Background: an optimization exercise with open tools, aiming at small area and a short achievable clock period. Do not read the settings as production practice.
Where RTL was checked, it was by simulation tests only, not by an equivalence proof against the original.

## v6
==> module synth_osc, before the edit <==
module synth_osc (
    input  wire        clk,
    input  wire        rst,
    input  wire        kind_in,    
    input  wire [11:0] period_in,
    input  wire        use_beta,   
    input  wire [1:0]  sel,        
    input  wire        adv,        
    output wire [3:0]  digit,
    output wire        e
);
    reg [10:0] h;
    reg        kind;
    reg [10:0] beta;    
    reg [1:0]  a;
    reg [10:0] r;
    always @(posedge clk) begin
        h    <= period_in[11:1];
        kind <= kind_in;
    end
    wire z  = &beta;           
    wire hz = ~|h;             
    wire [15:0] nb = {5'b11111, ~beta};
    reg  [3:0]  nbits;
    always @(*) begin
        case (sel)
            2'd0: nbits = nb[15:12];
            2'd1: nbits = nb[11:8];
            2'd2: nbits = nb[7:4];
            default: nbits = nb[3:0];
        endcase
    end
    function [11:0] dstep(input [10:0] rin, input nbit, input [10:0] hh);
        reg [11:0] t;
        reg [12:0] d;
        begin
            t = {rin, nbit};
            d = {1'b0, t} - {2'b0, hh};
            dstep = d[12] ? {1'b0, t[10:0]} : {1'b1, d[10:0]};
        end
    endfunction
    wire [10:0] r0 = use_beta ? beta : r;
    wire [11:0] s1 = dstep(r0,       nbits[3], h);
    wire [11:0] s2 = dstep(s1[10:0], nbits[2], h);
    wire [11:0] s3 = dstep(s2[10:0], nbits[1], h);
    wire [11:0] s4 = dstep(s3[10:0], nbits[0], h);
    always @(posedge clk)
        r <= s4[10:0];
    wire a1 = (a == 2'd1);
    wire a2 = (a == 2'd2);
    wire en = kind & ~z;
    wire cm = kind ? (~a1 | z) : ((a1 & ~z) | a2);
    assign e = kind & ~(a1 & z);
    assign digit = {4{cm}} ^ ({s1[11], s2[11], s3[11], s4[11]} & {4{en}});
    reg [10:0] binc;
    reg [10:0] b2;
    reg        cy;
    integer    k;
    always @(*) begin
        cy = 1'b1;
        for (k = 0; k < 11; k = k + 1) begin
            binc[k] = beta[k] ^ cy;
            cy      = beta[k] & cy;
        end
        b2[0] = beta[0];
        cy = 1'b1;
        for (k = 1; k < 11; k = k + 1) begin
            b2[k] = beta[k] ^ cy;
            cy    = beta[k] & cy;
        end
    end
    wire last = (b2 == h);
    wire wrap = hz | last | a2;
    always @(posedge clk) begin
        if (rst) begin
            a    <= 2'd0;
            beta <= 11'h7ff;
        end else if (adv) begin
            beta <= wrap ? 11'h7ff : binc;
            if (wrap)
                a <= (hz | a2) ? 2'd0 : (a == 2'd0) ? 2'd1 : (period_in[0] ? 2'd2 : 2'd0);
        end
    end
endmodule
make LEC_CHECK=0 CAP_MARGIN=20 CORE_MARGIN=2 CORE_UTILIZATION=40 SLEW_MARGIN=20 finish   # period 90.0 ns
run.sh (not shown) runs the stock make flow with config.mk's settings and CLKGATE_MAP_FILE= SYNTH_SCRIPT=/design/flow/synth_recipe.tcl, a recipe that flattens the netlist after the stock synthesis.
v6 did not stop at any stage, and its layout met the timing, design-rule and antenna checks.
Input-level comparison between v7 and v6:
--- a/flow/design.v
+++ b/flow/design.v
@@ -39,11 +39,28 @@
             dstep = d[12] ? {1'b0, t[10:0]} : {1'b1, d[10:0]};
         end
     endfunction
+    function [11:0] dstep_r(input [10:0] rin, input nbit, input [10:0] hh);
+        reg [11:0] t;
+        reg [11:0] d;
+        reg        bw;
+        integer    i;
+        begin
+            t  = {rin, nbit};
+            bw = 1'b0;
+            for (i = 0; i < 11; i = i + 1) begin
+                d[i] = t[i] ^ hh[i] ^ bw;
+                bw   = (~t[i] & hh[i]) | (~(t[i] ^ hh[i]) & bw);
+            end
+            bw = ~t[11] & bw;
+            dstep_r = bw ? {1'b0, t[10:0]} : {1'b1, d[10:0]};
+        end
+    endfunction
     wire [10:0] r0 = use_beta ? beta : r;
-    wire [11:0] s1 = dstep(r0,       nbits[3], h);
-    wire [11:0] s2 = dstep(s1[10:0], nbits[2], h);
-    wire [11:0] s3 = dstep(s2[10:0], nbits[1], h);
-    wire [11:0] s4 = dstep(s3[10:0], nbits[0], h);
+    localparam [3:0] RM = 4'b0011;
+    wire [11:0] s1 = RM[3] ? dstep_r(r0,       nbits[3], h) : dstep(r0,       nbits[3], h);
+    wire [11:0] s2 = RM[2] ? dstep_r(s1[10:0], nbits[2], h) : dstep(s1[10:0], nbits[2], h);
+    wire [11:0] s3 = RM[1] ? dstep_r(s2[10:0], nbits[1], h) : dstep(s2[10:0], nbits[1], h);
+    wire [11:0] s4 = RM[0] ? dstep_r(s3[10:0], nbits[0], h) : dstep(s3[10:0], nbits[0], h);
     always @(posedge clk)
         r <= s4[10:0];
     wire a1 = (a == 2'd1);
==> summary.txt <==
v6 vs v7, first element of the critical path: tx_accept vs it[0]
v7 against v6.
Multi-input logic area: lower on v7
v7 has less setup slack than v6.
The faster design of the two is v6; v7 tops out lower.
Max final period utilization across v7 and v6: v7
The worst slack at placement in v7 sits 0.014 ns below the value recorded for v6.
v6 vs v7, critical-path cell with the highest stage delay: clkdlybuf4s50_1 vs buf_4
v6 → v7: wire length of the first global-routing pass lower; final instance area saw a decrease; area of placed instances went down by 6.6%.
The RTL of v7 was laid out without a check of its function.


## lagoon
The RTL this note starts from:
==> flow/design.v <==
module synth_osc (
    input  wire        clk,
    input  wire        rst,
    input  wire        kind_in,    
    input  wire [11:0] period_in,
    input  wire        use_beta,   
    input  wire        it2,        
    input  wire        it3,        
    input  wire        adv,        
    output wire [3:0]  digit,
    output wire        e
);
    reg [10:0] hn;      
    reg        kind;
    reg [10:0] beta;    
    reg [1:0]  a;
    reg [10:0] r;
    always @(posedge clk) begin
        hn   <= ~period_in[11:1];
        kind <= kind_in;
    end
    wire z  = &beta;           
    wire hz = &hn;             
    wire [15:0] nb = {5'b11111, ~beta};
    wire [3:0]  nbits = use_beta ? nb[15:12] : it2 ? nb[11:8] : it3 ? nb[7:4] : nb[3:0];
    function [11:0] dstep(input [10:0] rin, input nbit, input [10:0] hnn);
        reg [11:0] t;
        reg [12:0] d;
        begin
            t = {rin, nbit};
            d = {1'b0, t} + {2'b01, hnn} + 13'd1;
            dstep = d[12] ? {1'b1, d[10:0]} : {1'b0, t[10:0]};
        end
    endfunction
    function [11:0] dstep_r(input [10:0] rin, input nbit, input [10:0] hnn);
        reg [11:0] t;
        reg [11:0] d;
        reg        c;
        integer    i;
        begin
            t = {rin, nbit};
            c = 1'b1;
            for (i = 0; i < 11; i = i + 1) begin
                d[i] = t[i] ^ hnn[i] ^ c;
                c    = (t[i] & hnn[i]) | ((t[i] ^ hnn[i]) & c);
            end
            c = t[11] | c;
            dstep_r = c ? {1'b1, d[10:0]} : {1'b0, t[10:0]};
        end
    endfunction
    wire [10:0] r0 = use_beta ? beta : r;
    wire [11:0] s1 = dstep  (r0,       nbits[3], hn);
    wire [11:0] s2 = dstep_r(s1[10:0], nbits[2], hn);
    wire [11:0] s3 = dstep_r(s2[10:0], nbits[1], hn);
    wire [11:0] s4 = dstep_r(s3[10:0], nbits[0], hn);
    always @(posedge clk)
        r <= s4[10:0];
    wire a1 = (a == 2'd1);
    wire a2 = (a == 2'd2);
    wire en = kind & ~z;
    wire cm = kind ? (~a1 | z) : ((a1 & ~z) | a2);
    assign e = kind & ~(a1 & z);
    assign digit = {4{cm}} ^ ({s1[11], s2[11], s3[11], s4[11]} & {4{en}});
    reg [10:0] binc;
    reg [10:0] b2;
    reg        cy;
    integer    k;
    always @(*) begin
        cy = 1'b1;
        for (k = 0; k < 11; k = k + 1) begin
            binc[k] = beta[k] ^ cy;
            cy      = beta[k] & cy;
        end
        b2[0] = beta[0];
        cy = 1'b1;
        for (k = 1; k < 11; k = k + 1) begin
            b2[k] = beta[k] ^ cy;
            cy    = beta[k] & cy;
        end
    end
    wire last = (b2 == ~hn);
    wire wrap = hz | last | a2;
    always @(posedge clk) begin
        if (rst) begin
            a    <= 2'd0;
            beta <= 11'h7ff;
        end else if (adv) begin
            beta <= wrap ? 11'h7ff : binc;
            if (wrap)
                a <= (hz | a2) ? 2'd0 : (a == 2'd0) ? 2'd1 : (period_in[0] ? 2'd2 : 2'd0);
        end
    end
endmodule
module voice_synth #(
    parameter NV = 4,     
    parameter W  = 16,    
    parameter P  = 8,     
    parameter PW = 12,    
    parameter DW = 16     
) (
    input  wire             clk,
    input  wire             rst,
    input  wire [DW-1:0]    cfg_divisor,
    input  wire [NV-1:0]    cfg_kind,
    input  wire [NV*PW-1:0] cfg_period,
    input  wire             tx_ready,
    output wire [P-1:0]     tx_data,
    output reg              tx_accept
);
    localparam [1:0] S_COMPUTE = 2'd0, S_WAITING = 2'd1, S_READY = 2'd2;
    localparam [1:0] M_COMPUTE = 2'd0, M_SENDACK = 2'd1, M_IDLE = 2'd2;
    reg  [1:0]  vstate;
    reg  [1:0]  mstate;
    reg         ack;
    reg  [15:0] div;
    reg  [7:0]  out_byte;
    reg         idle, it2, it3, it4, fin;
    reg  [17:0] acc;
    assign tx_data = out_byte;
    wire [15:0] digits;
    wire [3:0]  es;
    genvar g;
    generate
        for (g = 0; g < 4; g = g + 1) begin : voice
            synth_osc osc (
                .clk       (clk),
                .rst       (rst),
                .kind_in   (cfg_kind[g]),
                .period_in (cfg_period[g*12 +: 12]),
                .use_beta  (idle),
                .it2       (it2),
                .it3       (it3),
                .adv       (it4),
                .digit     (digits[g*4 +: 4]),
                .e         (es[g])
            );
        end
    endgenerate
    wire [4:0] early  = {2'b0, digits[3:1]} + {2'b0, digits[7:5]}
                      + {2'b0, digits[11:9]} + {2'b0, digits[15:13]};
    wire [6:0] dearly = {1'b0, early, 1'b0} - (it4 ? (es[0] + es[1] + es[2] + es[3]) : 3'd0);
    reg  [6:0] dreg;      
    reg  [3:0] dlate;     
    wire [6:0] dsum_r = dreg + (dlate[0] + dlate[1] + dlate[2] + dlate[3]);
    reg [17:0] step;
    reg        cy;
    integer    k;
    always @(*) begin
        step[3:0] = dsum_r[3:0];
        cy = 1'b0;
        for (k = 4; k < 18; k = k + 1) begin
            step[k] = acc[k-4] ^ dsum_r[k > 6 ? 6 : k] ^ cy;
            cy      = (acc[k-4] & dsum_r[k > 6 ? 6 : k]) | ((acc[k-4] ^ dsum_r[k > 6 ? 6 : k]) & cy);
        end
    end
    reg [9:0] acc0;
    reg [6:0] dreg0;
    always @(*) begin
        case (cfg_kind)
            4'b0000: begin acc0 = 10'd0;   dreg0 = 7'd0;  end
            4'b0001, 4'b0010, 4'b0100, 4'b1000:
                     begin acc0 = 10'd255; dreg0 = 7'd15; end
            4'b0111, 4'b1011, 4'b1101, 4'b1110:
                     begin acc0 = 10'd765; dreg0 = 7'd45; end
            4'b1111: begin acc0 = 10'd1020; dreg0 = 7'd60; end
            default: begin acc0 = 10'd510; dreg0 = 7'd30; end
        endcase
    end
    wire accept = (mstate == M_SENDACK) & tx_ready;
    always @(posedge clk) begin
        if (rst) begin
            idle <= 1'b0;
            it2  <= 1'b0;
            it3  <= 1'b0;
            it4  <= 1'b1;
            fin  <= 1'b0;
            acc   <= {8'd0, acc0};
            dreg  <= dreg0;
            dlate <= 4'd0;
        end else begin
            idle <= (idle & ~accept) | it4;
            it2  <= idle & accept;
            it3  <= it2;
            it4  <= it3;
            fin  <= it4;
            dreg  <= dearly;
            dlate <= {digits[0], digits[4], digits[8], digits[12]};
            if (it2)
                acc <= {11'd0, dsum_r};
            else if (it3 | it4 | fin)
                acc <= step;
        end
    end
    wire [7:0] sum_byte = fin ? step[17:10] : acc[17:10];
    reg [15:0] dinc;
    reg        dc;
    always @(*) begin
        dc = 1'b1;
        for (k = 0; k < 16; k = k + 1) begin
            dinc[k] = div[k] ^ dc;
            dc      = div[k] & dc;
        end
    end
    always @(posedge clk) begin
        if (rst) begin
            vstate    <= S_COMPUTE;
            mstate    <= M_COMPUTE;
            div       <= 16'd0;
            out_byte  <= 8'd0;
            ack       <= 1'b0;
            tx_accept <= 1'b0;
        end else begin
            div <= (dinc == cfg_divisor) ? 16'd0 : dinc;
            case (vstate)
                S_COMPUTE: vstate <= S_WAITING;
                S_WAITING: if (!ack) vstate <= S_READY;
                S_READY:   if (ack)  vstate <= S_COMPUTE;
                default:   vstate <= S_COMPUTE;
            endcase
            case (mstate)
                M_COMPUTE: if (vstate == S_READY) mstate <= M_SENDACK;
                M_SENDACK: begin
                    ack <= 1'b1;
                    if (tx_ready) begin
                        out_byte  <= sum_byte;
                        tx_accept <= 1'b1;
                        mstate    <= M_IDLE;
                    end
                end
                M_IDLE: begin
                    ack       <= 1'b0;
                    tx_accept <= 1'b0;
                    if (div == 16'd0)
                        mstate <= M_COMPUTE;
                end
                default: mstate <= M_COMPUTE;
            endcase
        end
    end
endmodule
Settings: LEC_CHECK=0, CAP_MARGIN=20, CORE_MARGIN=2, CORE_UTILIZATION=40, CTS_BUF_LIST=sky130_fd_sc_hd__clkbuf_8, CTS_CLUSTER_DIAMETER=80, CTS_CLUSTER_SIZE=20, SLEW_MARGIN=20; clock period 90.0 ns.
standard.sh (not shown) runs the stock make flow with config.mk's settings and CLKGATE_MAP_FILE= SYNTH_SCRIPT=/design/flow/synth_recipe.tcl, a recipe that flattens the netlist after the stock synthesis.
==> flow/flow/run.sh <==
#!/bin/bash
# The standard layout (the standard.sh, unchanged synthesis), with the
# port buffers made of sky130_fd_sc_hd__buf_1 instead of the default cell.
set -euo pipefail
bash standard.sh BUFFER_PORTS_ARGS="-buffer_cell sky130_fd_sc_hd__buf_1" finish > standard.log 2>&1
Relative to lagoon, the following input files were edited for cedar:
diff --git a/flow/design.v b/flow/design.v
--- a/flow/design.v
+++ b/flow/design.v
@@ -8,53 +8,54 @@
     input  wire        it3,        
     input  wire        adv,        
     output wire [3:0]  digit,
     output wire        e
 );
-    reg [10:0] hn;      
+    reg [10:0] h;
     reg        kind;
     reg [10:0] beta;    
     reg [1:0]  a;
     reg [10:0] r;
     always @(posedge clk) begin
-        hn   <= ~period_in[11:1];
+        h    <= period_in[11:1];
         kind <= kind_in;
     end
     wire z  = &beta;           
-    wire hz = &hn;             
+    wire hz = ~|h;             
     wire [15:0] nb = {5'b11111, ~beta};
     wire [3:0]  nbits = use_beta ? nb[15:12] : it2 ? nb[11:8] : it3 ? nb[7:4] : nb[3:0];
-    function [11:0] dstep(input [10:0] rin, input nbit, input [10:0] hnn);
+    function [11:0] dstep(input [10:0] rin, input nbit, input [10:0] hh);
         reg [11:0] t;
         reg [12:0] d;
         begin
             t = {rin, nbit};
-            d = {1'b0, t} + {2'b01, hnn} + 13'd1;
-            dstep = d[12] ? {1'b1, d[10:0]} : {1'b0, t[10:0]};
+            d = {1'b0, t} - {2'b0, hh};
+            dstep = d[12] ? {1'b0, t[10:0]} : {1'b1, d[10:0]};
         end
     endfunction
-    function [11:0] dstep_r(input [10:0] rin, input nbit, input [10:0] hnn);
+    function [11:0] dstep_r(input [10:0] rin, input nbit, input [10:0] hh);
         reg [11:0] t;
         reg [11:0] d;
-        reg        c;
+        reg        bw;
         integer    i;
         begin
-            t = {rin, nbit};
-            c = 1'b1;
+            t  = {rin, nbit};
+            bw = 1'b0;
             for (i = 0; i < 11; i = i + 1) begin
-                d[i] = t[i] ^ hnn[i] ^ c;
-                c    = (t[i] & hnn[i]) | ((t[i] ^ hnn[i]) & c);
+                d[i] = t[i] ^ hh[i] ^ bw;
+                bw   = (~t[i] & hh[i]) | (~(t[i] ^ hh[i]) & bw);
             end
-            c = t[11] | c;
-            dstep_r = c ? {1'b1, d[10:0]} : {1'b0, t[10:0]};
+            bw = ~t[11] & bw;
+            dstep_r = bw ? {1'b0, t[10:0]} : {1'b1, d[10:0]};
         end
     endfunction
     wire [10:0] r0 = use_beta ? beta : r;
-    wire [11:0] s1 = dstep  (r0,       nbits[3], hn);
-    wire [11:0] s2 = dstep_r(s1[10:0], nbits[2], hn);
-    wire [11:0] s3 = dstep_r(s2[10:0], nbits[1], hn);
-    wire [11:0] s4 = dstep_r(s3[10:0], nbits[0], hn);
+    localparam [3:0] RM = 4'b0111;
+    wire [11:0] s1 = RM[3] ? dstep_r(r0,       nbits[3], h) : dstep(r0,       nbits[3], h);
+    wire [11:0] s2 = RM[2] ? dstep_r(s1[10:0], nbits[2], h) : dstep(s1[10:0], nbits[2], h);
+    wire [11:0] s3 = RM[1] ? dstep_r(s2[10:0], nbits[1], h) : dstep(s2[10:0], nbits[1], h);
+    wire [11:0] s4 = RM[0] ? dstep_r(s3[10:0], nbits[0], h) : dstep(s3[10:0], nbits[0], h);
     always @(posedge clk)
         r <= s4[10:0];
     wire a1 = (a == 2'd1);
     wire a2 = (a == 2'd2);
     wire en = kind & ~z;
@@ -76,11 +77,11 @@
         for (k = 1; k < 11; k = k + 1) begin
             b2[k] = beta[k] ^ cy;
             cy    = beta[k] & cy;
         end
     end
-    wire last = (b2 == ~hn);
+    wire last = (b2 == h);
     wire wrap = hz | last | a2;
     always @(posedge clk) begin
         if (rst) begin
             a    <= 2'd0;
             beta <= 11'h7ff;
Results
cedar ran to completion and came out clean on the timing, design-rule and antenna checks. Total number of nets in the final design (cedar vs. lagoon) decreases slightly. lagoon → cedar: first-iteration DRC count saw an increase. Cell count: cedar lower than lagoon. Comparing first-pass GRT wire length for lagoon and cedar, the smaller number came from cedar. Comparing lagoon and cedar, the lower critical path depth is on cedar. Of the two candidates, lagoon has the worse routed wire length and cedar the better one. For the fraction of final layout cells sized beyond drive strength 1, cedar came in 1.5 points lower than lagoon did. When the final numbers for lagoon and cedar were put side by side, the number of antenna violations at the first check in global routing turned out to be smaller in cedar. Any difference in total global-route track usage between cedar and lagoon is small enough to ignore. The slack of the critical path of cedar was superior to that of lagoon.
Only the layout flow was run in lagoon; the RTL was not checked for function there.

afterwards: timing with drivers on the ports:
In the flow no input, the clock included, has a driving cell. The finished layouts below were timed again as built, in two steps.
Step 1 assumes that a clkbuf_16 drives the clock port and a buf_2 every other input.
Step 2 moves the port delays by t, midway between the first and last clock arrival at a register: inputs arrive t later, outputs are due t later. That takes back most of the time a late clock gives input paths.
a / b / c = ideal / step 1 / step 2; a / b = the first two.
run	shift t [ns]	slack for setup (ns)	worst setup path at the end	slew at the worst register clock pin (ns)
v6	0.546	70.602 / 70.545 / 70.157	input to register	0.08 / 0.08
v7	0.540	70.149 / 70.149 / 70.149	register to register	0.09 / 0.09
lagoon	0.635	70.272 / 70.272 / 70.272	register to register	0.12 / 0.12
cedar	0.631	70.867 / 70.817 / 70.447	input to register	0.12 / 0.12
After both steps every run listed still meets setup and hold. The setup slack of v6, which loses most, moves by -0.057 ns with the drivers and by -0.445 ns with both steps.
